Background: an optimization exercise with open tools, aiming at small area. Do not read the settings as production practice.
Function was checked by simulation only, so behaviour that the tests miss may differ from the original.
Power is estimated from default activity; no workload was simulated.

==> indigo: inputs <==
## sbr24
module sbr24 (
    input             clk,
    input             rst,
    input             cmd_valid,
    input      [7:0]  cmd_op,
    input      [31:0] cmd_a,
    input      [31:0] cmd_b,
    output            busy,
    output reg        done,
    output     [3:0]  fault,
    output reg [31:0] res,
    input      [31:0] cnt_us,
    input             dout,
    output reg        sck,
    output reg        ie
);
    localparam [2:0] F_NONE = 3'd0, F_ARG = 3'd1, F_STATE = 3'd2,
                     F_UNBOUND = 3'd3, F_CMD = 3'd4;
    localparam [5:0]
        S_IDLE = 6'd0,
        S_FIN = 6'd1,
        S_EX1 = 6'd2,
        S_D0 = 6'd3,
        S_D1 = 6'd4,
        S_MS0 = 6'd5,
        S_MS1 = 6'd6,
        S_ROT = 6'd7,
        S_DS = 6'd8,
        S_DU = 6'd16,
        S_PD1 = 6'd10,
        S_PZ = 6'd11,
        S_PS = 6'd12,
        S_PM = 6'd13,
        S_TC0 = 6'd14,
        S_TC1 = 6'd15,
        S_TC2 = 6'd61,
        S_RES0 = 6'd17,
        S_RES1 = 6'd18,
        S_W0 = 6'd19,
        S_RT0 = 6'd20,
        S_RT1 = 6'd21,
        S_SL0 = 6'd22,
  ...
clock: 20.0 ns
lec_check: 0
abc_area: 1
cap_margin: 20
core_margin: 2
core_utilization: 40
place_density: 0.6
slew_margin: 20
run.sh (not shown) runs the stock make flow with config.mk's settings and CLKGATE_MAP_FILE= SYNTH_SCRIPT=/design/flow/synth_recipe.tcl, a recipe that flattens the netlist after the stock synthesis.
==> inputs of zinc, as changes to indigo <==
--- a/flow/design.v
+++ b/flow/design.v
@@ -33,52 +33,52 @@
         S_PM = 6'd13,
         S_TC0 = 6'd14,
         S_TC1 = 6'd15,
         S_TC2 = 6'd61,
         S_RES0 = 6'd17,
         S_RES1 = 6'd18,
         S_W0 = 6'd19,
         S_RT0 = 6'd20,
-        S_RT1 = 6'd21,
+        S_RT1 = 6'd42,
         S_SL0 = 6'd22,
         S_SL1 = 6'd23,
         S_SH0 = 6'd24,
         S_RDY = 6'd25,
         S_HI = 6'd26,
         S_LO = 6'd27,
         S_PEND = 6'd50,
-        S_FA0 = 6'd29,
+        S_PD3 = 6'd56,
         S_FA1 = 6'd30,
         S_FA2 = 6'd31,
         S_FA3 = 6'd32,
         S_FA4 = 6'd33,
         S_FA5 = 6'd34,
         S_AV0 = 6'd35,
         S_AV1 = 6'd36,
         S_AV2 = 6'd37,
         S_PD4 = 6'd38,
         S_V1 = 6'd39,
         S_V2 = 6'd40,
         S_V3 = 6'd41,
-        S_V4 = 6'd42,
-        S_V5 = 6'd43,
+        S_V4 = 6'd21,
+        S_V5 = 6'd60,
         S_V6 = 6'd44,
         S_V7 = 6'd45,
-        S_V8 = 6'd46,
+        S_V8 = 6'd29,
         S_V8B = 6'd49,
         S_V9 = 6'd48,
         S_U2 = 6'd63,
         S_U4 = 6'd28,
         S_U5 = 6'd57,
         S_U6 = 6'd52,
         S_U7 = 6'd53,
         S_U3 = 6'd54,
         S_PK = 6'd55,
-        S_V10 = 6'd56,
+        S_V10 = 6'd59,
         S_TCB = 6'd58;
     localparam [3:0] Y_ZERO = 4'd0, Y_A = 4'd1, Y_B = 4'd2,
                      Y_W = 4'd4, Y_OFF = 4'd6, Y_SC = 4'd7,
                      Y_SM = 4'd8, Y_CNT = 4'd9, Y_EXP = 4'd10, Y_MASK = 4'd11,
                      Y_CONST = 4'd12;
     localparam [1:0] X_ZERO = 2'd0, X_R = 2'd1, X_ONES = 2'd2;
     reg  [5:0]  st;
     reg  [4:0]  opr;       
@@ -274,17 +274,17 @@
             S_PZ: begin
                 wR = 1'b1; nst = S_PS; kld = 1'b1; kval = 6'd24;
             end
             S_PS: begin
                 ash = 1'b1; kdec = 1'b1;
                 if (k_last) begin
                     if (opr[4:3] == 2'b00) nst = S_PM;
                     else if (opr[4:3] == 2'b10) nst = S_TC0;
-                    else nst = S_PD4;
+                    else nst = S_PD3;
                 end
             end
             S_PM: begin
                 xs = X_R; wRes = 1'b1; nst = S_IDLE; fin = 1'b1;
             end
             S_TC0: begin
                 xs = X_R; ys = Y_A;
                 if (f0) begin wA = 1'b1; f1ld = 1'b1; f1v = sum[32]; end
@@ -349,17 +349,17 @@
                     if (p_last) nst = S_PEND;
                     else begin kdec = 1'b1; nst = S_HI; end
                 end
             end
             S_PEND: begin
                 if (c_shift) begin
                     xs = X_R; wRes = 1'b1; nst = S_IDLE; fin = 1'b1;
                 end else if (opr[3] == 1'b0) begin
-                    if (opr[0]) nst = S_PD4;
+                    if (opr[0]) nst = S_PD3;
                     else begin nst = S_IDLE; fin = 1'b1; end
                 end else if (f2) begin nst = S_FA1; kld = 1'b1; kval = 6'd33; end
                 else nst = S_FA4;
             end
             S_FA1: begin
                 ash = 1'b1; arot = 1'b1; kdec = 1'b1;
                 if (k_last) nst = S_FA2;
             end
@@ -382,18 +382,21 @@
             S_AV0: begin
                 ys = Y_A; wB = 1'b1; nst = S_AV1; kld = 1'b1; kval = 6'd24;
             end
             S_AV1: begin
                 ash = 1'b1; kdec = 1'b1;
                 if (k_last) nst = S_AV2;
             end
             S_AV2: begin wR = 1'b1; nst = S_RDY; end
+            S_PD3: begin
+                xs = X_R; cin = f2; wR = 1'b1; nst = S_PD4;
+            end
             S_PD4: begin
-                xs = X_R; ys = Y_CONST; cval = 33'h7FFFFF; inv = 1'b1; cin = f2;
+                xs = X_R; ys = Y_CONST; cval = 33'h800000; inv = 1'b1; cin = 1'b1;
                 if (!opr[3] || opr[1:0] == 2'b00) begin wRes = 1'b1; nst = S_IDLE; fin = 1'b1; end
                 else if (opr[1:0] == 2'b11) begin wOff = 1'b1; nst = S_IDLE; fin = 1'b1; end
                 else begin wA = 1'b1; nst = S_V1; end
             end
             S_V1: begin
                 ys = Y_OFF; inv = so; cin = so; wR = 1'b1; nst = S_V2;
             end
             S_V2: begin
==> flow/flow/run.sh (new file) <==
#!/bin/bash
# Layout flow: the standard ORFS flow (standard.sh), unchanged except for
#  - the smallest buffer cell (buf_1) for the buffers on the ports;
#  - clock tree synthesis with small clock buffers and no dummy loads.
# Every tool's output goes to the ORFS logs under orfs/ and to standard.log.
set -uo pipefail
W=$(pwd)
rm -rf scripts_mod
mkdir -p scripts_mod
cp -r "$FLOW_HOME"/scripts/. scripts_mod/
cp flow/abc_area.script scripts_mod/abc_area.script
export SCRIPTS_DIR="$W/scripts_mod"
export BUFFER_PORTS_ARGS="-buffer_cell sky130_fd_sc_hd__buf_1"
export CTS_ARGS="-sink_clustering_enable -repair_clock_nets -dont_use_dummy_load -sink_clustering_size 10 -sink_clustering_max_diameter 100 -buf_list {sky130_fd_sc_hd__clkbuf_8}"
bash standard.sh > standard.log 2>&1
==> flow/flow/abc_area.script (new file) <==
strash
dch
amap
topo
stime -c
==> flow/standard.sh (new file) <==
#!/bin/bash
# synth_recipe.tcl (not shown) runs the flow's synth.tcl, then flattens the netlist and writes it again
# the make line also repeats each setting of config.mk as NAME=value (left out here)
make -C /OpenROAD-flow-scripts/flow DESIGN_CONFIG=/design/flow/config.mk WORK_HOME=/design/flow/orfs CLKGATE_MAP_FILE= SYNTH_SCRIPT=/design/flow/synth_recipe.tcl "${@:-finish}"
Settings changed: CORE_UTILIZATION 40 to 50, PLACE_DENSITY 0.6 to 0.75.
removed: flow/run.sh
==> summary of the runs <==
- zinc completed with no timing, DRC or antenna violations. indigo completed with no timing, DRC or antenna violations.
- Non-clock buffer count: indigo is lower than zinc (19).
- Between indigo and zinc, the lower setup slack is in zinc (gap 3.7 ns).
- In zinc the sequential share of layout area is higher than in indigo, by 7.6 points.
- Sequential power: indigo is lower than zinc (about 4.6%).
- First-iteration DRC count: indigo is lower than zinc (about 36%).
- Wire length: zinc is smaller than indigo (8.5%).
- Sequential cell count is the same in zinc and indigo.
- Against indigo, the register-to-register slack of zinc is worse by 5.1 ns.

-- separate check: timing with driven ports --
How much do the figures lean on ideal ports? The routed layouts below were timed once more, with nothing changed but the port constraints. Step 1 assumes that a clkbuf_16 drives the clock port and a buf_2 every other input. Step 2 adds t to the input delays and takes it off the output delays; t is the mean of the earliest and latest rising clock arrival at the registers after step 1. Input paths then give back, and output paths get back, about the clock's delay inside the block. a / b / c = ideal / step 1 / step 2; a / b = the first two.
run | t (ns) | setup WS [ns] | worst setup path at the end | clock arrival spread, ns | worst register clock-pin slew, ns
indigo | 0.639 | 6.354 / 6.387 / 5.748 | input to register | 0.033 / 0.033 | 0.07 / 0.07
zinc | 0.651 | 2.689 / 2.710 / 2.058 | input to register | 0.027 / 0.027 | 0.09 / 0.09
After both steps setup and hold are still met in every run listed. For zinc, which loses most, drivers alone change the setup slack by +0.021 ns; drivers and shift together by -0.631 ns.
